What follows belongs to an exercise in optimizing a design on an open flow for small area, a short achievable clock period and few clock cycles per item; a production flow would make more cautious choices.
Function was checked by simulation only, so behaviour that the tests miss may differ from the original.

===== config.mk =====
export PLATFORM = sky130hd
export DESIGN_NAME = bsm_xfade
export DESIGN_NICKNAME = bsm_xfade
export VERILOG_FILES = /design/flow/design.v
export SDC_FILE = /design/flow/constraint.sdc
export NUM_CORES = 4
export LEC_CHECK = 0
export CAP_MARGIN = 5
export CORE_MARGIN = 2
export CORE_UTILIZATION = 40
export PLACE_DENSITY = 0.6
export SETUP_SLACK_MARGIN = 5
export SLEW_MARGIN = 5

===== flow/run.sh =====
#!/bin/bash
# The standard layout (the standard.sh: standard synthesis and ORFS
# from floorplan to finish), with the ports buffered by the smallest
# buffer instead of the delay buffer buffer_ports picks by default.
set -euo pipefail
export BUFFER_PORTS_ARGS="-buffer_cell sky130_fd_sc_hd__buf_1"
bash standard.sh > standard.log 2>&1

===== constraint.sdc =====
create_clock -name core_clock -period 10.0 [get_ports {clk}]
set_input_delay 2.0000 -clock core_clock [delete_from_list [all_inputs] [get_ports {clk}]]
set_output_delay 2.0000 -clock core_clock [all_outputs]
set_load 0.01 [all_outputs]

===== design.v =====
module bsm_xfade (
    input  wire        clk,
    input  wire        rst,
    input  wire        cmd_valid,
    output wire        cmd_ready,
    input  wire [11:0] cmd_len,
    input  wire        in_valid,
    output wire        in_ready,
    input  wire [15:0] in_dst,
    input  wire [15:0] in_src,
    output wire        out_valid,
    input  wire        out_ready,
    output wire [15:0] out_data
);
    localparam F   = 29;              
    localparam CT  = 14;            
    localparam K   = 2;               
    localparam W   = F + 16 - CT;     
    localparam WL  = F - CT;          
    reg        active;    
    reg        dz;        
    reg        first;     
    reg        rdy_r;     
    reg        full_r;    
    reg        nq;        
    reg        vA, vB;    
    reg [10:0] dv;        
    reg [11:0] pr;        
    reg [F:0]  q;         
    reg [3:0]  dcnt;      
    reg        dfirst;    
    reg        qv;        
    reg [F-1:0] x;        
    reg [11:0]  u;        
    reg         second;   
    wire cmd_fire = cmd_valid && !active;
    wire [10:0] dnew = cmd_len[10:0] - 11'd1;
    wire hit      = qv && (dnew == dv);         
    wire in_fire  = in_valid && in_ready;
    wire pop      = out_ready && nq;
    wire nq_pop   = nq && !pop;
    wire stallB   = vB && nq_pop;              
    wire stallA   = vA && stallB;              
    wire moveB    = vB && !stallB;
    assign cmd_ready = !active;
    assign in_ready  = rdy_r && (!full_r || out_ready);
    wire [11:0] dr [0:K];
    wire [K-1:0] qb;
    assign dr[0] = pr;
    genvar gj;
    generate
        for (gj = 0; gj < K; gj = gj + 1) begin : g_div
            wire [11:0] tw = {dr[gj][10:0], dfirst && (gj == 0)};
            assign dr[gj+1] = dr[gj][11] ? tw + {1'b0, dv} : tw - {1'b0, dv};
            assign qb[K-1-gj] = !dr[gj+1][11];
        end
    endgenerate
    wire [11:0]  pd;
    wire         pd_co;
    xf_add #(12) u_pd (.a(pr), .b({1'b0, dv} ^ {12{!pr[11]}}), .ci(!pr[11]),
                       .s(pd), .co(pd_co));
    wire [11:0]  rr  = pr[11] ? pd : pr;                     
    wire [11:0]  rmd = pr[11] ? pr : pd;                     
    wire         cu  = !second && !u[11];
    wire [11:0]  un;
    wire         un_co;
    xf_add #(12) u_un (.a(second ? rmd : u), .b(cu ? rmd : rr), .ci(1'b0),
                       .s(un), .co(un_co));
    wire [F:0]   xs;
    wire         xs_co;
    xf_add #(F+1) u_xs (.a({1'b0, x}), .b(q), .ci(cu), .s(xs), .co(xs_co));
    wire         ovf = xs[F] | xs_co;      
    wire [F-1:0] xn  = ovf ? {F{1'b1}} : xs[F-1:0];
    wire         last = first ? dz : ovf;
    wire [16:0] dl_in;
    wire        dl_co;
    xf_add #(17) u_dl (.a({in_dst[15], in_dst}), .b(~{in_src[15], in_src}), .ci(1'b1),
                       .s(dl_in), .co(dl_co));
    reg [16:0] dlA;
    reg [15:0] sA;
    wire [W-1:0] ra, rb;
    xf_mul u_mul (.dl(dlA), .x(x), .s(sA), .ra(ra), .rb(rb));
    wire [WL-1:0] lp = ra[WL-1:0] ^ rb[WL-1:0];
    wire [WL-1:0] lt = ra[WL-1:0] | rb[WL-1:0];
    wire [3:0]    lg, lpp;
    wire [3:0]    s0, s1, s2;
    wire [2:0]    s3;
    xf_add #(4) u_g0 (.a(ra[3:0]),   .b(rb[3:0]),   .ci(1'b0), .s(s0), .co(lg[0]));
    xf_add #(4) u_g1 (.a(ra[7:4]),   .b(rb[7:4]),   .ci(1'b0), .s(s1), .co(lg[1]));
    xf_add #(4) u_g2 (.a(ra[11:8]),  .b(rb[11:8]),  .ci(1'b0), .s(s2), .co(lg[2]));
    xf_add #(3) u_g3 (.a(ra[14:12]), .b(rb[14:12]), .ci(1'b0), .s(s3), .co(lg[3]));
    assign lpp = {&lp[14:12], &lp[11:8], &lp[7:4], &lp[3:0]};
    wire          c11 = lg[0];    
    wire          zl  = (lp[WL-11] == c11) && (lp[WL-1:WL-10] == lt[WL-2:WL-11]);
    reg  [15:0]   raB, rbB;
    reg           zB;
    reg  [3:0]    gB;
    reg  [3:1]    pB;
    wire [15:0]  hi;
    wire         hi_co;
    wire         cB  = gB[3] | pB[3] & (gB[2] | pB[2] & (gB[1] | pB[1] & gB[0]));
    xf_add #(16) u_y (.a(raB), .b(rbB), .ci(cB), .s(hi), .co(hi_co));
    wire         zi  = zB;
    wire [15:0]  res;
    wire         res_co;
    xf_add #(16) u_res (.a(hi), .b(16'd0), .ci(hi[15] & ~zi), .s(res), .co(res_co));
    reg [15:0] e0;
    assign out_valid = nq;
    assign out_data  = e0;
    wire       nq_nx  = nq_pop || moveB;
    wire       vA_nx  = in_fire || stallA;
    wire       vB_nx  = (vA && !stallB) || stallB;
    always @(posedge clk) begin
        if (moveB)
            e0 <= res;
        if (!stallB) begin
            raB <= ra[W-1:WL];
            rbB <= rb[W-1:WL];
            zB  <= zl;
            gB  <= lg;
            pB  <= lpp[3:1];
        end
        if (!stallA) begin
            dlA <= dl_in;
            sA  <= in_src;
        end
        if (dcnt != 4'd0) begin
            dcnt <= dcnt - 4'd1;
            pr   <= dr[K];
            q    <= {q[F-K:0], qb};
        end
        dfirst <= 1'b0;
        if (cmd_fire && !hit) begin
            dv <= dnew;
            q  <= {(F+1){1'b0}};
            if (cmd_len > 12'd1024) begin
                dcnt <= 4'd10; pr <= 12'd512;
            end else if (cmd_len > 12'd256) begin
                dcnt <= 4'd11; pr <= 12'd128;
            end else if (cmd_len > 12'd64) begin
                dcnt <= 4'd12; pr <= 12'd32;
            end else if (cmd_len > 12'd16) begin
                dcnt <= 4'd13; pr <= 12'd8;
            end else if (cmd_len > 12'd4) begin
                dcnt <= 4'd14; pr <= 12'd2;
            end else begin
                dcnt <= 4'd15; pr <= 12'd0; dfirst <= 1'b1;
            end
        end
        if (in_fire) begin
            second <= first;
            if (first) begin
                x <= {F{1'b0}};
            end else begin
                x <= xn;
                u <= un;
            end
        end
        if (rst) begin
            active <= 1'b0;
            first  <= 1'b0;
            rdy_r  <= 1'b0;
            nq     <= 1'b0;
            full_r <= 1'b0;
            vA     <= 1'b0;
            vB     <= 1'b0;
            dcnt   <= 4'd0;
            qv     <= 1'b0;
        end else begin
            nq <= nq_nx;
            vA <= vA_nx;
            vB <= vB_nx;
            full_r <= nq_nx && vA_nx && vB_nx;
            if (cmd_fire && !hit)
                qv <= 1'b0;
            else if (dcnt == 4'd1)
                qv <= 1'b1;
            if (cmd_fire) begin
                active <= (cmd_len != 12'd0);
                dz     <= (cmd_len == 12'd1);
                first  <= 1'b1;
                rdy_r  <= (cmd_len != 12'd0);
            end else begin
                if (in_fire) begin
                    first  <= 1'b0;
                    active <= !last;
                end
                rdy_r <= active && !(in_fire && last)
                         && ((first && !in_fire) || (dcnt == 4'd0) || (dcnt == 4'd1));
            end
        end
    end
endmodule
module xf_mul (
    input  wire [16:0] dl,
    input  wire [28:0] x,
    input  wire [15:0] s,
    output wire [44:14] ra,
    output wire [44:14] rb
);
    wire [17:-1] db = {dl[16], dl, 1'b0};
    wire [29:-1] xe = {1'b0, x, 1'b0};
    wire one0 = db[0] ^ db[-1];
    wire two0 = (db[1] & ~db[0] & ~db[-1]) | (~db[1] & db[0] & db[-1]);
    wire neg0 = db[1] & ~(db[0] & db[-1]);
    wire nneg0 = ~neg0;
    wire p0_14 = ((one0 & xe[14]) | (two0 & xe[13])) ^ neg0;
    wire p0_15 = ((one0 & xe[15]) | (two0 & xe[14])) ^ neg0;
    wire p0_16 = ((one0 & xe[16]) | (two0 & xe[15])) ^ neg0;
    wire p0_17 = ((one0 & xe[17]) | (two0 & xe[16])) ^ neg0;
    wire p0_18 = ((one0 & xe[18]) | (two0 & xe[17])) ^ neg0;
    wire p0_19 = ((one0 & xe[19]) | (two0 & xe[18])) ^ neg0;
    wire p0_20 = ((one0 & xe[20]) | (two0 & xe[19])) ^ neg0;
    wire p0_21 = ((one0 & xe[21]) | (two0 & xe[20])) ^ neg0;
    wire p0_22 = ((one0 & xe[22]) | (two0 & xe[21])) ^ neg0;
    wire p0_23 = ((one0 & xe[23]) | (two0 & xe[22])) ^ neg0;
    wire p0_24 = ((one0 & xe[24]) | (two0 & xe[23])) ^ neg0;
    wire p0_25 = ((one0 & xe[25]) | (two0 & xe[24])) ^ neg0;
    wire p0_26 = ((one0 & xe[26]) | (two0 & xe[25])) ^ neg0;
    wire p0_27 = ((one0 & xe[27]) | (two0 & xe[26])) ^ neg0;
    wire p0_28 = ((one0 & xe[28]) | (two0 & xe[27])) ^ neg0;
    wire p0_29 = ((one0 & xe[29]) | (two0 & xe[28])) ^ neg0;
    wire one1 = db[2] ^ db[1];
    wire two1 = (db[3] & ~db[2] & ~db[1]) | (~db[3] & db[2] & db[1]);
    wire neg1 = db[3] & ~(db[2] & db[1]);
    wire nneg1 = ~neg1;
    wire p1_12 = ((one1 & xe[12]) | (two1 & xe[11])) ^ neg1;
    wire p1_13 = ((one1 & xe[13]) | (two1 & xe[12])) ^ neg1;
    wire p1_14 = ((one1 & xe[14]) | (two1 & xe[13])) ^ neg1;
    wire p1_15 = ((one1 & xe[15]) | (two1 & xe[14])) ^ neg1;
    wire p1_16 = ((one1 & xe[16]) | (two1 & xe[15])) ^ neg1;
    wire p1_17 = ((one1 & xe[17]) | (two1 & xe[16])) ^ neg1;
    wire p1_18 = ((one1 & xe[18]) | (two1 & xe[17])) ^ neg1;
    wire p1_19 = ((one1 & xe[19]) | (two1 & xe[18])) ^ neg1;
    wire p1_20 = ((one1 & xe[20]) | (two1 & xe[19])) ^ neg1;
    wire p1_21 = ((one1 & xe[21]) | (two1 & xe[20])) ^ neg1;
    wire p1_22 = ((one1 & xe[22]) | (two1 & xe[21])) ^ neg1;
    wire p1_23 = ((one1 & xe[23]) | (two1 & xe[22])) ^ neg1;
    wire p1_24 = ((one1 & xe[24]) | (two1 & xe[23])) ^ neg1;
    wire p1_25 = ((one1 & xe[25]) | (two1 & xe[24])) ^ neg1;
    wire p1_26 = ((one1 & xe[26]) | (two1 & xe[25])) ^ neg1;
    wire p1_27 = ((one1 & xe[27]) | (two1 & xe[26])) ^ neg1;
    wire p1_28 = ((one1 & xe[28]) | (two1 & xe[27])) ^ neg1;
    wire p1_29 = ((one1 & xe[29]) | (two1 & xe[28])) ^ neg1;
    wire one2 = db[4] ^ db[3];
    wire two2 = (db[5] & ~db[4] & ~db[3]) | (~db[5] & db[4] & db[3]);
    wire neg2 = db[5] & ~(db[4] & db[3]);
    wire nneg2 = ~neg2;
    wire p2_10 = ((one2 & xe[10]) | (two2 & xe[9])) ^ neg2;
    wire p2_11 = ((one2 & xe[11]) | (two2 & xe[10])) ^ neg2;
    wire p2_12 = ((one2 & xe[12]) | (two2 & xe[11])) ^ neg2;
    wire p2_13 = ((one2 & xe[13]) | (two2 & xe[12])) ^ neg2;
    wire p2_14 = ((one2 & xe[14]) | (two2 & xe[13])) ^ neg2;
    wire p2_15 = ((one2 & xe[15]) | (two2 & xe[14])) ^ neg2;
    wire p2_16 = ((one2 & xe[16]) | (two2 & xe[15])) ^ neg2;
    wire p2_17 = ((one2 & xe[17]) | (two2 & xe[16])) ^ neg2;
    wire p2_18 = ((one2 & xe[18]) | (two2 & xe[17])) ^ neg2;
    wire p2_19 = ((one2 & xe[19]) | (two2 & xe[18])) ^ neg2;
    wire p2_20 = ((one2 & xe[20]) | (two2 & xe[19])) ^ neg2;
    wire p2_21 = ((one2 & xe[21]) | (two2 & xe[20])) ^ neg2;
    wire p2_22 = ((one2 & xe[22]) | (two2 & xe[21])) ^ neg2;
    wire p2_23 = ((one2 & xe[23]) | (two2 & xe[22])) ^ neg2;
    wire p2_24 = ((one2 & xe[24]) | (two2 & xe[23])) ^ neg2;
    wire p2_25 = ((one2 & xe[25]) | (two2 & xe[24])) ^ neg2;
    wire p2_26 = ((one2 & xe[26]) | (two2 & xe[25])) ^ neg2;
    wire p2_27 = ((one2 & xe[27]) | (two2 & xe[26])) ^ neg2;
    wire p2_28 = ((one2 & xe[28]) | (two2 & xe[27])) ^ neg2;
    wire p2_29 = ((one2 & xe[29]) | (two2 & xe[28])) ^ neg2;
    wire one3 = db[6] ^ db[5];
    wire two3 = (db[7] & ~db[6] & ~db[5]) | (~db[7] & db[6] & db[5]);
    wire neg3 = db[7] & ~(db[6] & db[5]);
    wire nneg3 = ~neg3;
    wire p3_8 = ((one3 & xe[8]) | (two3 & xe[7])) ^ neg3;
    wire p3_9 = ((one3 & xe[9]) | (two3 & xe[8])) ^ neg3;
    wire p3_10 = ((one3 & xe[10]) | (two3 & xe[9])) ^ neg3;
    wire p3_11 = ((one3 & xe[11]) | (two3 & xe[10])) ^ neg3;
    wire p3_12 = ((one3 & xe[12]) | (two3 & xe[11])) ^ neg3;
    wire p3_13 = ((one3 & xe[13]) | (two3 & xe[12])) ^ neg3;
    wire p3_14 = ((one3 & xe[14]) | (two3 & xe[13])) ^ neg3;
    wire p3_15 = ((one3 & xe[15]) | (two3 & xe[14])) ^ neg3;
    wire p3_16 = ((one3 & xe[16]) | (two3 & xe[15])) ^ neg3;
    wire p3_17 = ((one3 & xe[17]) | (two3 & xe[16])) ^ neg3;
    wire p3_18 = ((one3 & xe[18]) | (two3 & xe[17])) ^ neg3;
    wire p3_19 = ((one3 & xe[19]) | (two3 & xe[18])) ^ neg3;
    wire p3_20 = ((one3 & xe[20]) | (two3 & xe[19])) ^ neg3;
    wire p3_21 = ((one3 & xe[21]) | (two3 & xe[20])) ^ neg3;
    wire p3_22 = ((one3 & xe[22]) | (two3 & xe[21])) ^ neg3;
    wire p3_23 = ((one3 & xe[23]) | (two3 & xe[22])) ^ neg3;
    wire p3_24 = ((one3 & xe[24]) | (two3 & xe[23])) ^ neg3;
    wire p3_25 = ((one3 & xe[25]) | (two3 & xe[24])) ^ neg3;
    wire p3_26 = ((one3 & xe[26]) | (two3 & xe[25])) ^ neg3;
    wire p3_27 = ((one3 & xe[27]) | (two3 & xe[26])) ^ neg3;
    wire p3_28 = ((one3 & xe[28]) | (two3 & xe[27])) ^ neg3;
    wire p3_29 = ((one3 & xe[29]) | (two3 & xe[28])) ^ neg3;
    wire one4 = db[8] ^ db[7];
    wire two4 = (db[9] & ~db[8] & ~db[7]) | (~db[9] & db[8] & db[7]);
    wire neg4 = db[9] & ~(db[8] & db[7]);
    wire nneg4 = ~neg4;
    wire p4_6 = ((one4 & xe[6]) | (two4 & xe[5])) ^ neg4;
    wire p4_7 = ((one4 & xe[7]) | (two4 & xe[6])) ^ neg4;
    wire p4_8 = ((one4 & xe[8]) | (two4 & xe[7])) ^ neg4;
    wire p4_9 = ((one4 & xe[9]) | (two4 & xe[8])) ^ neg4;
    wire p4_10 = ((one4 & xe[10]) | (two4 & xe[9])) ^ neg4;
    wire p4_11 = ((one4 & xe[11]) | (two4 & xe[10])) ^ neg4;
    wire p4_12 = ((one4 & xe[12]) | (two4 & xe[11])) ^ neg4;
    wire p4_13 = ((one4 & xe[13]) | (two4 & xe[12])) ^ neg4;
    wire p4_14 = ((one4 & xe[14]) | (two4 & xe[13])) ^ neg4;
    wire p4_15 = ((one4 & xe[15]) | (two4 & xe[14])) ^ neg4;
    wire p4_16 = ((one4 & xe[16]) | (two4 & xe[15])) ^ neg4;
    wire p4_17 = ((one4 & xe[17]) | (two4 & xe[16])) ^ neg4;
    wire p4_18 = ((one4 & xe[18]) | (two4 & xe[17])) ^ neg4;
    wire p4_19 = ((one4 & xe[19]) | (two4 & xe[18])) ^ neg4;
    wire p4_20 = ((one4 & xe[20]) | (two4 & xe[19])) ^ neg4;
    wire p4_21 = ((one4 & xe[21]) | (two4 & xe[20])) ^ neg4;
    wire p4_22 = ((one4 & xe[22]) | (two4 & xe[21])) ^ neg4;
    wire p4_23 = ((one4 & xe[23]) | (two4 & xe[22])) ^ neg4;
    wire p4_24 = ((one4 & xe[24]) | (two4 & xe[23])) ^ neg4;
    wire p4_25 = ((one4 & xe[25]) | (two4 & xe[24])) ^ neg4;
    wire p4_26 = ((one4 & xe[26]) | (two4 & xe[25])) ^ neg4;
    wire p4_27 = ((one4 & xe[27]) | (two4 & xe[26])) ^ neg4;
    wire p4_28 = ((one4 & xe[28]) | (two4 & xe[27])) ^ neg4;
    wire p4_29 = ((one4 & xe[29]) | (two4 & xe[28])) ^ neg4;
    wire one5 = db[10] ^ db[9];
    wire two5 = (db[11] & ~db[10] & ~db[9]) | (~db[11] & db[10] & db[9]);
    wire neg5 = db[11] & ~(db[10] & db[9]);
    wire nneg5 = ~neg5;
    wire p5_4 = ((one5 & xe[4]) | (two5 & xe[3])) ^ neg5;
    wire p5_5 = ((one5 & xe[5]) | (two5 & xe[4])) ^ neg5;
    wire p5_6 = ((one5 & xe[6]) | (two5 & xe[5])) ^ neg5;
    wire p5_7 = ((one5 & xe[7]) | (two5 & xe[6])) ^ neg5;
    wire p5_8 = ((one5 & xe[8]) | (two5 & xe[7])) ^ neg5;
    wire p5_9 = ((one5 & xe[9]) | (two5 & xe[8])) ^ neg5;
    wire p5_10 = ((one5 & xe[10]) | (two5 & xe[9])) ^ neg5;
    wire p5_11 = ((one5 & xe[11]) | (two5 & xe[10])) ^ neg5;
    wire p5_12 = ((one5 & xe[12]) | (two5 & xe[11])) ^ neg5;
    wire p5_13 = ((one5 & xe[13]) | (two5 & xe[12])) ^ neg5;
    wire p5_14 = ((one5 & xe[14]) | (two5 & xe[13])) ^ neg5;
    wire p5_15 = ((one5 & xe[15]) | (two5 & xe[14])) ^ neg5;
    wire p5_16 = ((one5 & xe[16]) | (two5 & xe[15])) ^ neg5;
    wire p5_17 = ((one5 & xe[17]) | (two5 & xe[16])) ^ neg5;
    wire p5_18 = ((one5 & xe[18]) | (two5 & xe[17])) ^ neg5;
    wire p5_19 = ((one5 & xe[19]) | (two5 & xe[18])) ^ neg5;
    wire p5_20 = ((one5 & xe[20]) | (two5 & xe[19])) ^ neg5;
    wire p5_21 = ((one5 & xe[21]) | (two5 & xe[20])) ^ neg5;
    wire p5_22 = ((one5 & xe[22]) | (two5 & xe[21])) ^ neg5;
    wire p5_23 = ((one5 & xe[23]) | (two5 & xe[22])) ^ neg5;
    wire p5_24 = ((one5 & xe[24]) | (two5 & xe[23])) ^ neg5;
    wire p5_25 = ((one5 & xe[25]) | (two5 & xe[24])) ^ neg5;
    wire p5_26 = ((one5 & xe[26]) | (two5 & xe[25])) ^ neg5;
    wire p5_27 = ((one5 & xe[27]) | (two5 & xe[26])) ^ neg5;
    wire p5_28 = ((one5 & xe[28]) | (two5 & xe[27])) ^ neg5;
    wire p5_29 = ((one5 & xe[29]) | (two5 & xe[28])) ^ neg5;
    wire one6 = db[12] ^ db[11];
    wire two6 = (db[13] & ~db[12] & ~db[11]) | (~db[13] & db[12] & db[11]);
    wire neg6 = db[13] & ~(db[12] & db[11]);
    wire nneg6 = ~neg6;
    wire p6_2 = ((one6 & xe[2]) | (two6 & xe[1])) ^ neg6;
    wire p6_3 = ((one6 & xe[3]) | (two6 & xe[2])) ^ neg6;
    wire p6_4 = ((one6 & xe[4]) | (two6 & xe[3])) ^ neg6;
    wire p6_5 = ((one6 & xe[5]) | (two6 & xe[4])) ^ neg6;
    wire p6_6 = ((one6 & xe[6]) | (two6 & xe[5])) ^ neg6;
    wire p6_7 = ((one6 & xe[7]) | (two6 & xe[6])) ^ neg6;
    wire p6_8 = ((one6 & xe[8]) | (two6 & xe[7])) ^ neg6;
    wire p6_9 = ((one6 & xe[9]) | (two6 & xe[8])) ^ neg6;
    wire p6_10 = ((one6 & xe[10]) | (two6 & xe[9])) ^ neg6;
    wire p6_11 = ((one6 & xe[11]) | (two6 & xe[10])) ^ neg6;
    wire p6_12 = ((one6 & xe[12]) | (two6 & xe[11])) ^ neg6;
    wire p6_13 = ((one6 & xe[13]) | (two6 & xe[12])) ^ neg6;
    wire p6_14 = ((one6 & xe[14]) | (two6 & xe[13])) ^ neg6;
    wire p6_15 = ((one6 & xe[15]) | (two6 & xe[14])) ^ neg6;
    wire p6_16 = ((one6 & xe[16]) | (two6 & xe[15])) ^ neg6;
    wire p6_17 = ((one6 & xe[17]) | (two6 & xe[16])) ^ neg6;
    wire p6_18 = ((one6 & xe[18]) | (two6 & xe[17])) ^ neg6;
    wire p6_19 = ((one6 & xe[19]) | (two6 & xe[18])) ^ neg6;
    wire p6_20 = ((one6 & xe[20]) | (two6 & xe[19])) ^ neg6;
    wire p6_21 = ((one6 & xe[21]) | (two6 & xe[20])) ^ neg6;
    wire p6_22 = ((one6 & xe[22]) | (two6 & xe[21])) ^ neg6;
    wire p6_23 = ((one6 & xe[23]) | (two6 & xe[22])) ^ neg6;
    wire p6_24 = ((one6 & xe[24]) | (two6 & xe[23])) ^ neg6;
    wire p6_25 = ((one6 & xe[25]) | (two6 & xe[24])) ^ neg6;
    wire p6_26 = ((one6 & xe[26]) | (two6 & xe[25])) ^ neg6;
    wire p6_27 = ((one6 & xe[27]) | (two6 & xe[26])) ^ neg6;
    wire p6_28 = ((one6 & xe[28]) | (two6 & xe[27])) ^ neg6;
    wire p6_29 = ((one6 & xe[29]) | (two6 & xe[28])) ^ neg6;
    wire one7 = db[14] ^ db[13];
    wire two7 = (db[15] & ~db[14] & ~db[13]) | (~db[15] & db[14] & db[13]);
    wire neg7 = db[15] & ~(db[14] & db[13]);
    wire nneg7 = ~neg7;
    wire p7_0 = ((one7 & xe[0]) | (two7 & xe[-1])) ^ neg7;
    wire p7_1 = ((one7 & xe[1]) | (two7 & xe[0])) ^ neg7;
    wire p7_2 = ((one7 & xe[2]) | (two7 & xe[1])) ^ neg7;
    wire p7_3 = ((one7 & xe[3]) | (two7 & xe[2])) ^ neg7;
    wire p7_4 = ((one7 & xe[4]) | (two7 & xe[3])) ^ neg7;
    wire p7_5 = ((one7 & xe[5]) | (two7 & xe[4])) ^ neg7;
    wire p7_6 = ((one7 & xe[6]) | (two7 & xe[5])) ^ neg7;
    wire p7_7 = ((one7 & xe[7]) | (two7 & xe[6])) ^ neg7;
    wire p7_8 = ((one7 & xe[8]) | (two7 & xe[7])) ^ neg7;
    wire p7_9 = ((one7 & xe[9]) | (two7 & xe[8])) ^ neg7;
    wire p7_10 = ((one7 & xe[10]) | (two7 & xe[9])) ^ neg7;
    wire p7_11 = ((one7 & xe[11]) | (two7 & xe[10])) ^ neg7;
    wire p7_12 = ((one7 & xe[12]) | (two7 & xe[11])) ^ neg7;
    wire p7_13 = ((one7 & xe[13]) | (two7 & xe[12])) ^ neg7;
    wire p7_14 = ((one7 & xe[14]) | (two7 & xe[13])) ^ neg7;
    wire p7_15 = ((one7 & xe[15]) | (two7 & xe[14])) ^ neg7;
    wire p7_16 = ((one7 & xe[16]) | (two7 & xe[15])) ^ neg7;
    wire p7_17 = ((one7 & xe[17]) | (two7 & xe[16])) ^ neg7;
    wire p7_18 = ((one7 & xe[18]) | (two7 & xe[17])) ^ neg7;
    wire p7_19 = ((one7 & xe[19]) | (two7 & xe[18])) ^ neg7;
    wire p7_20 = ((one7 & xe[20]) | (two7 & xe[19])) ^ neg7;
    wire p7_21 = ((one7 & xe[21]) | (two7 & xe[20])) ^ neg7;
    wire p7_22 = ((one7 & xe[22]) | (two7 & xe[21])) ^ neg7;
    wire p7_23 = ((one7 & xe[23]) | (two7 & xe[22])) ^ neg7;
    wire p7_24 = ((one7 & xe[24]) | (two7 & xe[23])) ^ neg7;
    wire p7_25 = ((one7 & xe[25]) | (two7 & xe[24])) ^ neg7;
    wire p7_26 = ((one7 & xe[26]) | (two7 & xe[25])) ^ neg7;
    wire p7_27 = ((one7 & xe[27]) | (two7 & xe[26])) ^ neg7;
    wire p7_28 = ((one7 & xe[28]) | (two7 & xe[27])) ^ neg7;
    wire p7_29 = ((one7 & xe[29]) | (two7 & xe[28])) ^ neg7;
    wire one8 = db[16] ^ db[15];
    wire two8 = (db[17] & ~db[16] & ~db[15]) | (~db[17] & db[16] & db[15]);
    wire neg8 = db[17] & ~(db[16] & db[15]);
    wire nneg8 = ~neg8;
    wire p8_0 = ((one8 & xe[0]) | (two8 & xe[-1])) ^ neg8;
    wire p8_1 = ((one8 & xe[1]) | (two8 & xe[0])) ^ neg8;
    wire p8_2 = ((one8 & xe[2]) | (two8 & xe[1])) ^ neg8;
    wire p8_3 = ((one8 & xe[3]) | (two8 & xe[2])) ^ neg8;
    wire p8_4 = ((one8 & xe[4]) | (two8 & xe[3])) ^ neg8;
    wire p8_5 = ((one8 & xe[5]) | (two8 & xe[4])) ^ neg8;
    wire p8_6 = ((one8 & xe[6]) | (two8 & xe[5])) ^ neg8;
    wire p8_7 = ((one8 & xe[7]) | (two8 & xe[6])) ^ neg8;
    wire p8_8 = ((one8 & xe[8]) | (two8 & xe[7])) ^ neg8;
    wire p8_9 = ((one8 & xe[9]) | (two8 & xe[8])) ^ neg8;
    wire p8_10 = ((one8 & xe[10]) | (two8 & xe[9])) ^ neg8;
    wire p8_11 = ((one8 & xe[11]) | (two8 & xe[10])) ^ neg8;
    wire p8_12 = ((one8 & xe[12]) | (two8 & xe[11])) ^ neg8;
    wire p8_13 = ((one8 & xe[13]) | (two8 & xe[12])) ^ neg8;
    wire p8_14 = ((one8 & xe[14]) | (two8 & xe[13])) ^ neg8;
    wire p8_15 = ((one8 & xe[15]) | (two8 & xe[14])) ^ neg8;
    wire p8_16 = ((one8 & xe[16]) | (two8 & xe[15])) ^ neg8;
    wire p8_17 = ((one8 & xe[17]) | (two8 & xe[16])) ^ neg8;
    wire p8_18 = ((one8 & xe[18]) | (two8 & xe[17])) ^ neg8;
    wire p8_19 = ((one8 & xe[19]) | (two8 & xe[18])) ^ neg8;
    wire p8_20 = ((one8 & xe[20]) | (two8 & xe[19])) ^ neg8;
    wire p8_21 = ((one8 & xe[21]) | (two8 & xe[20])) ^ neg8;
    wire p8_22 = ((one8 & xe[22]) | (two8 & xe[21])) ^ neg8;
    wire p8_23 = ((one8 & xe[23]) | (two8 & xe[22])) ^ neg8;
    wire p8_24 = ((one8 & xe[24]) | (two8 & xe[23])) ^ neg8;
    wire p8_25 = ((one8 & xe[25]) | (two8 & xe[24])) ^ neg8;
    wire p8_26 = ((one8 & xe[26]) | (two8 & xe[25])) ^ neg8;
    wire p8_27 = ((one8 & xe[27]) | (two8 & xe[26])) ^ neg8;
    wire p8_28 = ((one8 & xe[28]) | (two8 & xe[27])) ^ neg8;
    wire s1, c2;
    assign {c2, s1} = p0_14 + p1_12;
    wire s3, c4;
    assign {c4, s3} = p0_15 + p1_13;
    wire s5, c6;
    assign {c6, s5} = p0_16 + p1_14 + p2_12;
    wire s7, c8;
    assign {c8, s7} = p0_17 + p1_15 + p2_13;
    wire s9, c10;
    assign {c10, s9} = p0_18 + p1_16;
    wire s11, c12;
    assign {c12, s11} = p0_19 + p1_17;
    wire s13, c14;
    assign {c14, s13} = p0_20 + p1_18;
    wire s15, c16;
    assign {c16, s15} = p0_21 + p1_19;
    wire s17, c18;
    assign {c18, s17} = p0_22 + p1_20;
    wire s19, c20;
    assign {c20, s19} = p0_23 + p1_21;
    wire s21, c22;
    assign {c22, s21} = p0_24 + p1_22;
    wire s23, c24;
    assign {c24, s23} = p0_25 + p1_23;
    wire s25, c26;
    assign {c26, s25} = p0_26 + p1_24;
    wire s27, c28;
    assign {c28, s27} = p0_27 + p1_25;
    wire s29, c30;
    assign {c30, s29} = p0_28 + p1_26;
    wire s31, c32;
    assign {c32, s31} = p0_29 + p1_27 + p2_25;
    wire s33, c34;
    assign {c34, s33} = nneg0 + p1_28 + p2_26;
    wire s35, c36;
    assign {c36, s35} = p3_24 + p4_22;
    wire s37, c38;
    assign {c38, s37} = p1_29 + p2_27 + p3_25;
    wire s39, c40;
    assign {c40, s39} = p4_23 + p5_21;
    wire s41, c42;
    assign {c42, s41} = nneg1 + p2_28 + p3_26;
    wire s43, c44;
    assign {c44, s43} = p2_29 + p3_27;
    wire s45, c46;
    assign {c46, s45} = s1 + p2_10 + p3_8;
    wire s47, c48;
    assign {c48, s47} = p4_6 + p5_4;
    wire s49, c50;
    assign {c50, s49} = c2 + s3 + p2_11;
    wire s51, c52;
    assign {c52, s51} = p3_9 + p4_7 + p5_5;
    wire s53, c54;
    assign {c54, s53} = p6_3 + p7_1;
    wire s55, c56;
    assign {c56, s55} = c4 + s5 + p3_10;
    wire s57, c58;
    assign {c58, s57} = p4_8 + p5_6 + p6_4;
    wire s59, c60;
    assign {c60, s59} = p7_2 + p8_0 + neg8;
    wire s61, c62;
    assign {c62, s61} = c6 + s7 + p3_11;
    wire s63, c64;
    assign {c64, s63} = p4_9 + p5_7 + p6_5;
    wire s65, c66;
    assign {c66, s65} = p7_3 + p8_1 + 1'b1;
    wire s67, c68;
    assign {c68, s67} = c8 + s9 + p2_14;
    wire s69, c70;
    assign {c70, s69} = p3_12 + p4_10 + p5_8;
    wire s71, c72;
    assign {c72, s71} = p6_6 + p7_4 + p8_2;
    wire s73, c74;
    assign {c74, s73} = c10 + s11 + p2_15;
    wire s75, c76;
    assign {c76, s75} = p3_13 + p4_11 + p5_9;
    wire s77, c78;
    assign {c78, s77} = p6_7 + p7_5 + p8_3;
    wire s79, c80;
    assign {c80, s79} = c12 + s13 + p2_16;
    wire s81, c82;
    assign {c82, s81} = p3_14 + p4_12 + p5_10;
    wire s83, c84;
    assign {c84, s83} = p6_8 + p7_6 + p8_4;
    wire s85, c86;
    assign {c86, s85} = c14 + s15 + p2_17;
    wire s87, c88;
    assign {c88, s87} = p3_15 + p4_13 + p5_11;
    wire s89, c90;
    assign {c90, s89} = p6_9 + p7_7 + p8_5;
    wire s91, c92;
    assign {c92, s91} = c16 + s17 + p2_18;
    wire s93, c94;
    assign {c94, s93} = p3_16 + p4_14 + p5_12;
    wire s95, c96;
    assign {c96, s95} = p6_10 + p7_8 + p8_6;
    wire s97, c98;
    assign {c98, s97} = c18 + s19 + p2_19;
    wire s99, c100;
    assign {c100, s99} = p3_17 + p4_15 + p5_13;
    wire s101, c102;
    assign {c102, s101} = p6_11 + p7_9 + p8_7;
    wire s103, c104;
    assign {c104, s103} = c20 + s21 + p2_20;
    wire s105, c106;
    assign {c106, s105} = p3_18 + p4_16 + p5_14;
    wire s107, c108;
    assign {c108, s107} = p6_12 + p7_10 + p8_8;
    wire s109, c110;
    assign {c110, s109} = c22 + s23 + p2_21;
    wire s111, c112;
    assign {c112, s111} = p3_19 + p4_17 + p5_15;
    wire s113, c114;
    assign {c114, s113} = p6_13 + p7_11 + p8_9;
    wire s115, c116;
    assign {c116, s115} = c24 + s25 + p2_22;
    wire s117, c118;
    assign {c118, s117} = p3_20 + p4_18 + p5_16;
    wire s119, c120;
    assign {c120, s119} = p6_14 + p7_12 + p8_10;
    wire s121, c122;
    assign {c122, s121} = c26 + s27 + p2_23;
    wire s123, c124;
    assign {c124, s123} = p3_21 + p4_19 + p5_17;
    wire s125, c126;
    assign {c126, s125} = p6_15 + p7_13 + p8_11;
    wire s127, c128;
    assign {c128, s127} = c28 + s29 + p2_24;
    wire s129, c130;
    assign {c130, s129} = p3_22 + p4_20 + p5_18;
    wire s131, c132;
    assign {c132, s131} = p6_16 + p7_14 + p8_12;
    wire s133, c134;
    assign {c134, s133} = c30 + s31 + p3_23;
    wire s135, c136;
    assign {c136, s135} = p4_21 + p5_19 + p6_17;
    wire s137, c138;
    assign {c138, s137} = p7_15 + p8_13 + s[0];
    wire s139, c140;
    assign {c140, s139} = c32 + s33 + s35;
    wire s141, c142;
    assign {c142, s141} = p5_20 + p6_18 + p7_16;
    wire s143, c144;
    assign {c144, s143} = p8_14 + s[1] + 1'b1;
    wire s145, c146;
    assign {c146, s145} = c34 + c36 + s37;
    wire s147, c148;
    assign {c148, s147} = s39 + p6_19 + p7_17;
    wire s149, c150;
    assign {c150, s149} = p8_15 + s[2] + 1'b1;
    wire s151, c152;
    assign {c152, s151} = c38 + c40 + s41;
    wire s153, c154;
    assign {c154, s153} = p4_24 + p5_22 + p6_20;
    wire s155, c156;
    assign {c156, s155} = p7_18 + p8_16 + s[3];
    wire s157, c158;
    assign {c158, s157} = c42 + s43 + p4_25;
    wire s159, c160;
    assign {c160, s159} = p5_23 + p6_21 + p7_19;
    wire s161, c162;
    assign {c162, s161} = p8_17 + s[4] + 1'b1;
    wire s163, c164;
    assign {c164, s163} = c44 + nneg2 + p3_28;
    wire s165, c166;
    assign {c166, s165} = p4_26 + p5_24 + p6_22;
    wire s167, c168;
    assign {c168, s167} = p7_20 + p8_18 + s[5];
    wire s169, c170;
    assign {c170, s169} = p3_29 + p4_27 + p5_25;
    wire s171, c172;
    assign {c172, s171} = p6_23 + p7_21 + p8_19;
    wire s173, c174;
    assign {c174, s173} = s[6] + 1'b1;
    wire s175, c176;
    assign {c176, s175} = nneg3 + p4_28 + p5_26;
    wire s177, c178;
    assign {c178, s177} = p6_24 + p7_22 + p8_20;
    wire s179, c180;
    assign {c180, s179} = p4_29 + p5_27 + p6_25;
    wire s181, c182;
    assign {c182, s181} = p7_23 + p8_21;
    wire s183, c184;
    assign {c184, s183} = nneg4 + p5_28 + p6_26;
    wire s185, c186;
    assign {c186, s185} = p5_29 + p6_27;
    wire s187, c188;
    assign {c188, s187} = s45 + s47 + p6_2;
    wire s189, c190;
    assign {c190, s189} = c46 + c48 + s49;
    wire s191, c192;
    assign {c192, s191} = s51 + s53;
    wire s193, c194;
    assign {c194, s193} = c50 + c52 + c54;
    wire s195, c196;
    assign {c196, s195} = s55 + s57 + s59;
    wire s197, c198;
    assign {c198, s197} = c56 + c58 + c60;
    wire s199, c200;
    assign {c200, s199} = s61 + s63 + s65;
    wire s201, c202;
    assign {c202, s201} = c62 + c64 + c66;
    wire s203, c204;
    assign {c204, s203} = s67 + s69 + s71;
    wire s205, c206;
    assign {c206, s205} = c68 + c70 + c72;
    wire s207, c208;
    assign {c208, s207} = s73 + s75 + s77;
    wire s209, c210;
    assign {c210, s209} = c74 + c76 + c78;
    wire s211, c212;
    assign {c212, s211} = s79 + s81 + s83;
    wire s213, c214;
    assign {c214, s213} = c80 + c82 + c84;
    wire s215, c216;
    assign {c216, s215} = s85 + s87 + s89;
    wire s217, c218;
    assign {c218, s217} = c86 + c88 + c90;
    wire s219, c220;
    assign {c220, s219} = s91 + s93 + s95;
    wire s221, c222;
    assign {c222, s221} = c92 + c94 + c96;
    wire s223, c224;
    assign {c224, s223} = s97 + s99 + s101;
    wire s225, c226;
    assign {c226, s225} = c98 + c100 + c102;
    wire s227, c228;
    assign {c228, s227} = s103 + s105 + s107;
    wire s229, c230;
    assign {c230, s229} = c104 + c106 + c108;
    wire s231, c232;
    assign {c232, s231} = s109 + s111 + s113;
    wire s233, c234;
    assign {c234, s233} = c110 + c112 + c114;
    wire s235, c236;
    assign {c236, s235} = s115 + s117 + s119;
    wire s237, c238;
    assign {c238, s237} = c116 + c118 + c120;
    wire s239, c240;
    assign {c240, s239} = s121 + s123 + s125;
    wire s241, c242;
    assign {c242, s241} = c122 + c124 + c126;
    wire s243, c244;
    assign {c244, s243} = s127 + s129 + s131;
    wire s245, c246;
    assign {c246, s245} = c128 + c130 + c132;
    wire s247, c248;
    assign {c248, s247} = s133 + s135 + s137;
    wire s249, c250;
    assign {c250, s249} = c134 + c136 + c138;
    wire s251, c252;
    assign {c252, s251} = s139 + s141 + s143;
    wire s253, c254;
    assign {c254, s253} = c140 + c142 + c144;
    wire s255, c256;
    assign {c256, s255} = s145 + s147 + s149;
    wire s257, c258;
    assign {c258, s257} = c146 + c148 + c150;
    wire s259, c260;
    assign {c260, s259} = s151 + s153 + s155;
    wire s261, c262;
    assign {c262, s261} = c152 + c154 + c156;
    wire s263, c264;
    assign {c264, s263} = s157 + s159 + s161;
    wire s265, c266;
    assign {c266, s265} = c158 + c160 + c162;
    wire s267, c268;
    assign {c268, s267} = s163 + s165 + s167;
    wire s269, c270;
    assign {c270, s269} = c164 + c166 + c168;
    wire s271, c272;
    assign {c272, s271} = s169 + s171 + s173;
    wire s273, c274;
    assign {c274, s273} = c170 + c172 + c174;
    wire s275, c276;
    assign {c276, s275} = s175 + s177 + s[7];
    wire s277, c278;
    assign {c278, s277} = c176 + c178 + s179;
    wire s279, c280;
    assign {c280, s279} = s181 + s[8] + 1'b1;
    wire s281, c282;
    assign {c282, s281} = c180 + c182 + s183;
    wire s283, c284;
    assign {c284, s283} = p7_24 + p8_22 + s[9];
    wire s285, c286;
    assign {c286, s285} = c184 + s185 + p7_25;
    wire s287, c288;
    assign {c288, s287} = p8_23 + s[10] + 1'b1;
    wire s289, c290;
    assign {c290, s289} = c186 + nneg5 + p6_28;
    wire s291, c292;
    assign {c292, s291} = p7_26 + p8_24 + s[11];
    wire s293, c294;
    assign {c294, s293} = p6_29 + p7_27 + p8_25;
    wire s295, c296;
    assign {c296, s295} = s[12] + 1'b1;
    wire s297, c298;
    assign {c298, s297} = nneg6 + p7_28 + p8_26;
    wire s299, c300;
    assign {c300, s299} = p7_29 + p8_27;
    wire s301, c302;
    assign {c302, s301} = s187 + p7_0;
    wire s303, c304;
    assign {c304, s303} = c188 + s189 + s191;
    wire s305, c306;
    assign {c306, s305} = c190 + c192 + s193;
    wire s307, c308;
    assign {c308, s307} = c194 + c196 + s197;
    wire s309, c310;
    assign {c310, s309} = c198 + c200 + s201;
    wire s311, c312;
    assign {c312, s311} = c202 + c204 + s205;
    wire s313, c314;
    assign {c314, s313} = c206 + c208 + s209;
    wire s315, c316;
    assign {c316, s315} = c210 + c212 + s213;
    wire s317, c318;
    assign {c318, s317} = c214 + c216 + s217;
    wire s319, c320;
    assign {c320, s319} = c218 + c220 + s221;
    wire s321, c322;
    assign {c322, s321} = c222 + c224 + s225;
    wire s323, c324;
    assign {c324, s323} = c226 + c228 + s229;
    wire s325, c326;
    assign {c326, s325} = c230 + c232 + s233;
    wire s327, c328;
    assign {c328, s327} = c234 + c236 + s237;
    wire s329, c330;
    assign {c330, s329} = c238 + c240 + s241;
    wire s331, c332;
    assign {c332, s331} = c242 + c244 + s245;
    wire s333, c334;
    assign {c334, s333} = c246 + c248 + s249;
    wire s335, c336;
    assign {c336, s335} = c250 + c252 + s253;
    wire s337, c338;
    assign {c338, s337} = c254 + c256 + s257;
    wire s339, c340;
    assign {c340, s339} = c258 + c260 + s261;
    wire s341, c342;
    assign {c342, s341} = c262 + c264 + s265;
    wire s343, c344;
    assign {c344, s343} = c266 + c268 + s269;
    wire s345, c346;
    assign {c346, s345} = c270 + c272 + s273;
    wire s347, c348;
    assign {c348, s347} = c274 + c276 + s277;
    wire s349, c350;
    assign {c350, s349} = c278 + c280 + s281;
    wire s351, c352;
    assign {c352, s351} = c282 + c284 + s285;
    wire s353, c354;
    assign {c354, s353} = c286 + c288 + s289;
    wire s355, c356;
    assign {c356, s355} = c290 + c292 + s293;
    wire s357, c358;
    assign {c358, s357} = c294 + c296 + s297;
    wire s359, c360;
    assign {c360, s359} = c298 + s299 + s[14];
    wire s361, c362;
    assign {c362, s361} = c300 + nneg7 + p8_28;
    wire s363, c364;
    assign {c364, s363} = s301 + neg7;
    wire s365, c366;
    assign {c366, s365} = c302 + s303 + 1'b1;
    wire s367, c368;
    assign {c368, s367} = c304 + s305 + s195;
    wire s369, c370;
    assign {c370, s369} = c306 + s307 + s199;
    wire s371, c372;
    assign {c372, s371} = c308 + s309 + s203;
    wire s373, c374;
    assign {c374, s373} = c310 + s311 + s207;
    wire s375, c376;
    assign {c376, s375} = c312 + s313 + s211;
    wire s377, c378;
    assign {c378, s377} = c314 + s315 + s215;
    wire s379, c380;
    assign {c380, s379} = c316 + s317 + s219;
    wire s381, c382;
    assign {c382, s381} = c318 + s319 + s223;
    wire s383, c384;
    assign {c384, s383} = c320 + s321 + s227;
    wire s385, c386;
    assign {c386, s385} = c322 + s323 + s231;
    wire s387, c388;
    assign {c388, s387} = c324 + s325 + s235;
    wire s389, c390;
    assign {c390, s389} = c326 + s327 + s239;
    wire s391, c392;
    assign {c392, s391} = c328 + s329 + s243;
    wire s393, c394;
    assign {c394, s393} = c330 + s331 + s247;
    wire s395, c396;
    assign {c396, s395} = c332 + s333 + s251;
    wire s397, c398;
    assign {c398, s397} = c334 + s335 + s255;
    wire s399, c400;
    assign {c400, s399} = c336 + s337 + s259;
    wire s401, c402;
    assign {c402, s401} = c338 + s339 + s263;
    wire s403, c404;
    assign {c404, s403} = c340 + s341 + s267;
    wire s405, c406;
    assign {c406, s405} = c342 + s343 + s271;
    wire s407, c408;
    assign {c408, s407} = c344 + s345 + s275;
    wire s409, c410;
    assign {c410, s409} = c346 + s347 + s279;
    wire s411, c412;
    assign {c412, s411} = c348 + s349 + s283;
    wire s413, c414;
    assign {c414, s413} = c350 + s351 + s287;
    wire s415, c416;
    assign {c416, s415} = c352 + s353 + s291;
    wire s417, c418;
    assign {c418, s417} = c354 + s355 + s295;
    wire s419, c420;
    assign {c420, s419} = c356 + s357 + s[13];
    wire s421, c422;
    assign {c422, s421} = c358 + s359 + 1'b1;
    wire s423, c424;
    assign {c424, s423} = c360 + s361 + s[15];
    wire [44:0] rA = {c422, c420, c418, c416, c414, c412, c410, c408, c406, c404, c402, c400, c398, c396, c394, c392, c390, c388, c386, c384, c382, c380, c378, c376, c374, c372, c370, c368, c366, c364, s363, 1'b0, 1'b0, 1'b0, 1'b0, 1'b0, 1'b0, 1'b0, 1'b0, 1'b0, 1'b0, 1'b0, 1'b0, 1'b0, 1'b0};
    wire [44:0] rB = {s423, s421, s419, s417, s415, s413, s411, s409, s407, s405, s403, s401, s399, s397, s395, s393, s391, s389, s387, s385, s383, s381, s379, s377, s375, s373, s371, s369, s367, s365, 1'b1, 1'b0, 1'b0, 1'b0, 1'b0, 1'b0, 1'b0, 1'b0, 1'b0, 1'b0, 1'b0, 1'b0, 1'b0, 1'b0, 1'b0};
    assign ra = rA[44:14];
    assign rb = rB[44:14];
endmodule
module xf_add #(parameter N = 8) (
    input  wire [N-1:0] a,
    input  wire [N-1:0] b,
    input  wire         ci,
    output wire [N-1:0] s,
    output wire         co
);
    localparam L = (N < 2) ? 1 : (N < 4) ? 2 : (N < 8) ? 3 : (N < 16) ? 4 :
                   (N < 32) ? 5 : (N < 64) ? 6 : 7;    
    wire [N:0] g0 = {a & b, ci};
    wire [N:0] p0 = {a ^ b, 1'b0};
    reg  [N:0] g, p;
    integer lv, i;
    always @* begin
        g = g0;
        p = p0;
        for (lv = 0; lv < L; lv = lv + 1)
            for (i = (2 << lv) - 1; i <= N; i = i + (2 << lv)) begin
                g[i] = g[i] | (p[i] & g[i - (1 << lv)]);
                p[i] = p[i] & p[i - (1 << lv)];
            end
        for (lv = L - 2; lv >= 0; lv = lv - 1)
            for (i = (3 << lv) - 1; i <= N; i = i + (2 << lv)) begin
                g[i] = g[i] | (p[i] & g[i - (1 << lv)]);
                p[i] = p[i] & p[i - (1 << lv)];
            end
    end
    assign s  = p0[N:1] ^ g[N-1:0];
    assign co = g[N];
endmodule

===== standard.sh =====
#!/bin/bash
# synth_recipe.tcl (not shown) runs the flow's synth.tcl, then flattens the netlist and writes it again
# the make line also repeats each setting of config.mk as NAME=value (left out here)
make -C /OpenROAD-flow-scripts/flow DESIGN_CONFIG=/design/flow/config.mk WORK_HOME=/design/flow/orfs CLKGATE_MAP_FILE= SYNTH_SCRIPT=/design/flow/synth_recipe.tcl "${@:-finish}"

==> results_dict.tcl <==
set metrics [dict create \
    post_synth_inst_count 2312 \
    dr_total_vias 16889 \
    hold_path_origin "q[28]" \
    dr.first_iter.drc_count 1398 \
    floorplan.initialDensity_pct 40.5 \
    fill_cells 5239 \
    setup-tns-final_ns 0 \
    gpl.final_weighted_congestion 0.889 \
    worst-path-buf-inv 3 \
    transition_at_the_pin_with_the_smallest_max_transition_slack_ns 1.16 \
    synthDistinctLibCells 74 \
    worst_case_hold_slack_ns 0.476 \
    finalCritPeriodShare_pct 49.0 \
    rsz0062_at_grt "true" \
    die_width_um 240 \
    globalRouteOverflowTotal 0 \
    cts-htree-levels 4 \
    num-nets-final 2824 \
    timing.max_slew.rel_slack_pct 22.7 \
    postSynthAreaPerCell_um2 9.67 \
    r2r.worst_path.cells 15 \
    synth.cell_area_mm2 0.0224 \
    status "finished clean" \
    crit_path_max_incr_delay_ns 0.61 \
    drt-vias-per-instance 5.40 \
    cts_root_buffer "sky130_fd_sc_hd__clkbuf_16" \
    synth_async_sr_flop_share_pct 0 \
    vias_in_the_first_global_route 16818 \
    layout.core_utilization_pct 45.5 \
    io_buffers 67 \
    routed_wire_length_per_instance_um 18.9 \
    max_freq_mhz 204 \
    crit_path_launch_type "register" \
    critical_path.cell_chain "buf_12 > ha_4 > buf_4 > a22oi_1 > xnor2_1 > fa_2 > fa_2 > fa_1 > fa_1 > fa_1 > inv_1 > ha_1 > a21o_1 > xor2_1 > nor3_2" \
    critical_path_stages 15 \
    dp.cells 3024 \
    timing.critical_path.from "dlA[1]" \
    post_route_cells_drive_above_1_share_pct 10.5 \
    area_of_all_placed_cells_without_fillers_mm2 0.0251 \
    post-dp-hpwl_um 42500 \
    finalSetupViolations 0 \
    crit_type "reg -> reg" \
    grtUsageTotal_pct 20.5 \
    ant_nets 0 \
    synth_seq_area_share_pct 24.7 \
    core_region_mm2 0.0552 \
    critical_path_arrival_ns 5.14 \
    synth_edf_count 155 \
    layoutNonFillerInstCount 3130 \
    clock_tree_from_tritoncts "yes" \
    timing_max_transition_violations_final 0 \
    max-cap-violations 0 \
    slowest_stage "sky130_fd_sc_hd__fa_2" \
    worst_case_setup_slack_after_placement_ns 3.91 \
    cpMostUsedCell "sky130_fd_sc_hd__fa_1" \
    critical_path_endpoint_category "register" \
    postLayoutSetupSlackWorst_ns 5.10 \
    ys_ff_latch 198 \
    area_growth_syn_to_layout_pct 12.2 \
    grt_start_max_net_pins 63 \
    fp.dieArea_mm2 0.0578 \
    postSynth.topFlopCell "sky130_fd_sc_hd__edfxtp_1" \
    floorplan.io_pins 68 \
    tritoncts.num_buffers 17 \
    antenna_found_initial 0 \
    synth_warnings 7 \
    kind_of_cell_adding_the_most_delay_to_the_critical_path "adder cells" \
    hold_violations 0 \
    worst_hold_path_type "reg -> reg" \
    diodes 0 \
    cp_max_fo 5 \
    required_time_of_the_critical_path_ns 10.24 \
    r2r_setup_slack_ns 5.10 \
    holdBufCountCts 0 \
    cp-endpoint "zB" \
    clkSlewWorstSetupHoldPaths_ns 0.09 \
    rr_endpoint "zB" \
    multiInputGateArea_mm2 0.0155 \
    placed_cell_area_mm2 0.0233 \
    remaining_drc_errors 0 \
    regToRegStartpoint "dlA[1]" \
    area.sequential_mm2 0.00552 \
    min_period_ns 4.90 \
    die_h_um 240 \
    clock-sinks 198 \
    synth_common_cells "sky130_fd_sc_hd__inv_1, sky130_fd_sc_hd__fa_1, sky130_fd_sc_hd__ha_1" \
    synthMostInstantiatedCell "sky130_fd_sc_hd__inv_1" \
    number_of_detailed_route_iterations_in_the_first_pass 5 \
    grt_first_pass_wirelength_um 92200 \
    setup_skew_after_layout_ns 0.0277 \
    worst_skew_pair.late_latency_ns 0.51 \
    postRouteWirelength_um 59200 \
    num_rows 86 \
    synth.net_count 2767 \
    dominant_cell_type_by_area_after_synthesis "sky130_fd_sc_hd__edfxtp_1" \
    yosys.area.top_type_share_pct 20.8 \
    cts.path.max_buffers 2 \
    synth.top_cells.by_area "sky130_fd_sc_hd__edfxtp_1, sky130_fd_sc_hd__fa_1, sky130_fd_sc_hd__ha_1" \
]
cell families after synthesis:
logic type / share of synthesized area (%)
buffers and inverters: 7.81
multiplexers: 1.09
AND/OR/NAND/NOR: 9.47
flip-flops: 24.7
adder cells (fa/ha/maj): 30.1
XOR/XNOR: 13.3
AO/OA/AOI/OAI: 13.6
metal layers:
| metal | up-vias | track usage [%] | part of all wire [%] | routed length, µm |
|---|---|---|---|---|
| li1 | 7852 | - | - | - |
| met1 | 8379 | 28.7 | 45 | 26900 |
| met2 | 548 | 31.8 | 45 | 26900 |
| met3 | 110 | 3.30 | 6.0 | 3550 |
| met4 | 0 | 7.55 | 3.1 | 1840 |
| met5 | - | 0 | 0 | 0 |
worst min-delay path by stage:
stage	to	slack, ns	cells after the start
after floorplan	second	0.41	0
after global placement	q[28]	0.46	2
after detailed placement	q[28]	0.46	2
after CTS	q[26]	0.48	2
after global routing	q[28]	0.50	2
final	q[28]	0.48	2
tightest hold or removal path, cell delays in order, from the launching register on:
cell and delay (ns):
sky130_fd_sc_hd__dfxtp_1 0.32, sky130_fd_sc_hd__nand2_1 0.05, sky130_fd_sc_hd__a21oi_1 0.05
registers in the layout (all words and copies together), names as in the netlist, 16 cells and up:
| name | cells |
|---|---|
| q | 30 |
| x | 29 |
| dlA | 17 |
| e0 | 16 |
| raB | 16 |
| rbB | 16 |
| sA | 16 |
repair_timing:
action	in CTS	in global routing
resized for setup	22	94
setup endpoints to repair	19	8
setup buffers	9	58
gates cloned	0	7
pin swaps	3	40
placed cells by master (no fill, tap or decap), types with 28 or more instances in the layout:
master / instances
sky130_fd_sc_hd__nand2b_1: 31
sky130_fd_sc_hd__ha_1: 175
sky130_fd_sc_hd__inv_1: 308
sky130_fd_sc_hd__o21ai_0: 31
sky130_fd_sc_hd__buf_1: 67
sky130_fd_sc_hd__dfxtp_1: 43
sky130_fd_sc_hd__xnor2_1: 178
sky130_fd_sc_hd__nor3_1: 28
sky130_fd_sc_hd__fa_1: 195
sky130_fd_sc_hd__a21oi_1: 139
sky130_fd_sc_hd__xor2_1: 153
sky130_fd_sc_hd__buf_4: 82
sky130_fd_sc_hd__nor2_1: 98
sky130_fd_sc_hd__a22oi_1: 154
sky130_fd_sc_hd__nand2_1: 132
sky130_fd_sc_hd__edfxtp_1: 155
sky130_fd_sc_hd__a21o_1: 36
cell type report:
type	count	share of cell area, %
multi-input cells	1655	61.8
flip-flops and latches	198	22.0
repair buffers	177	5.25
inverters	319	4.82
well taps	748	3.73
clock buffers	24	2.10
clock inverters	8	0.289
repair inverters	1	0.0249
Testbench counts, summed over its fixed seeds: cycles 40,550, items 38,279.

static timing again, ports no longer ideal:
How much do the figures lean on ideal ports? The routed layout below was timed once more, with nothing changed but the port constraints.
Step 1: set_driving_cell puts a clkbuf_16 on clk and a buf_2 on each other input, an assumption about the parent block.
Step 2, shift: input delay + t, output delay - t, t = (earliest + latest rising clock arrival at the registers) / 2. This alone moves slack from input paths to output paths.
a / b / c = ideal / step 1 / step 2; a / b = the first two.
t, ns: 0.553
setup WS [ns]: 5.102 / 5.102 / 4.672
hold slack, ns: 0.476 / 0.476 / 0.476
worst setup path after step 2: input to register
worst data-port slew with drivers (ns): 0.04
After both steps this run still meets setup and hold. For this run, drivers alone change the setup slack by 0.000 ns; drivers and shift together by -0.430 ns.
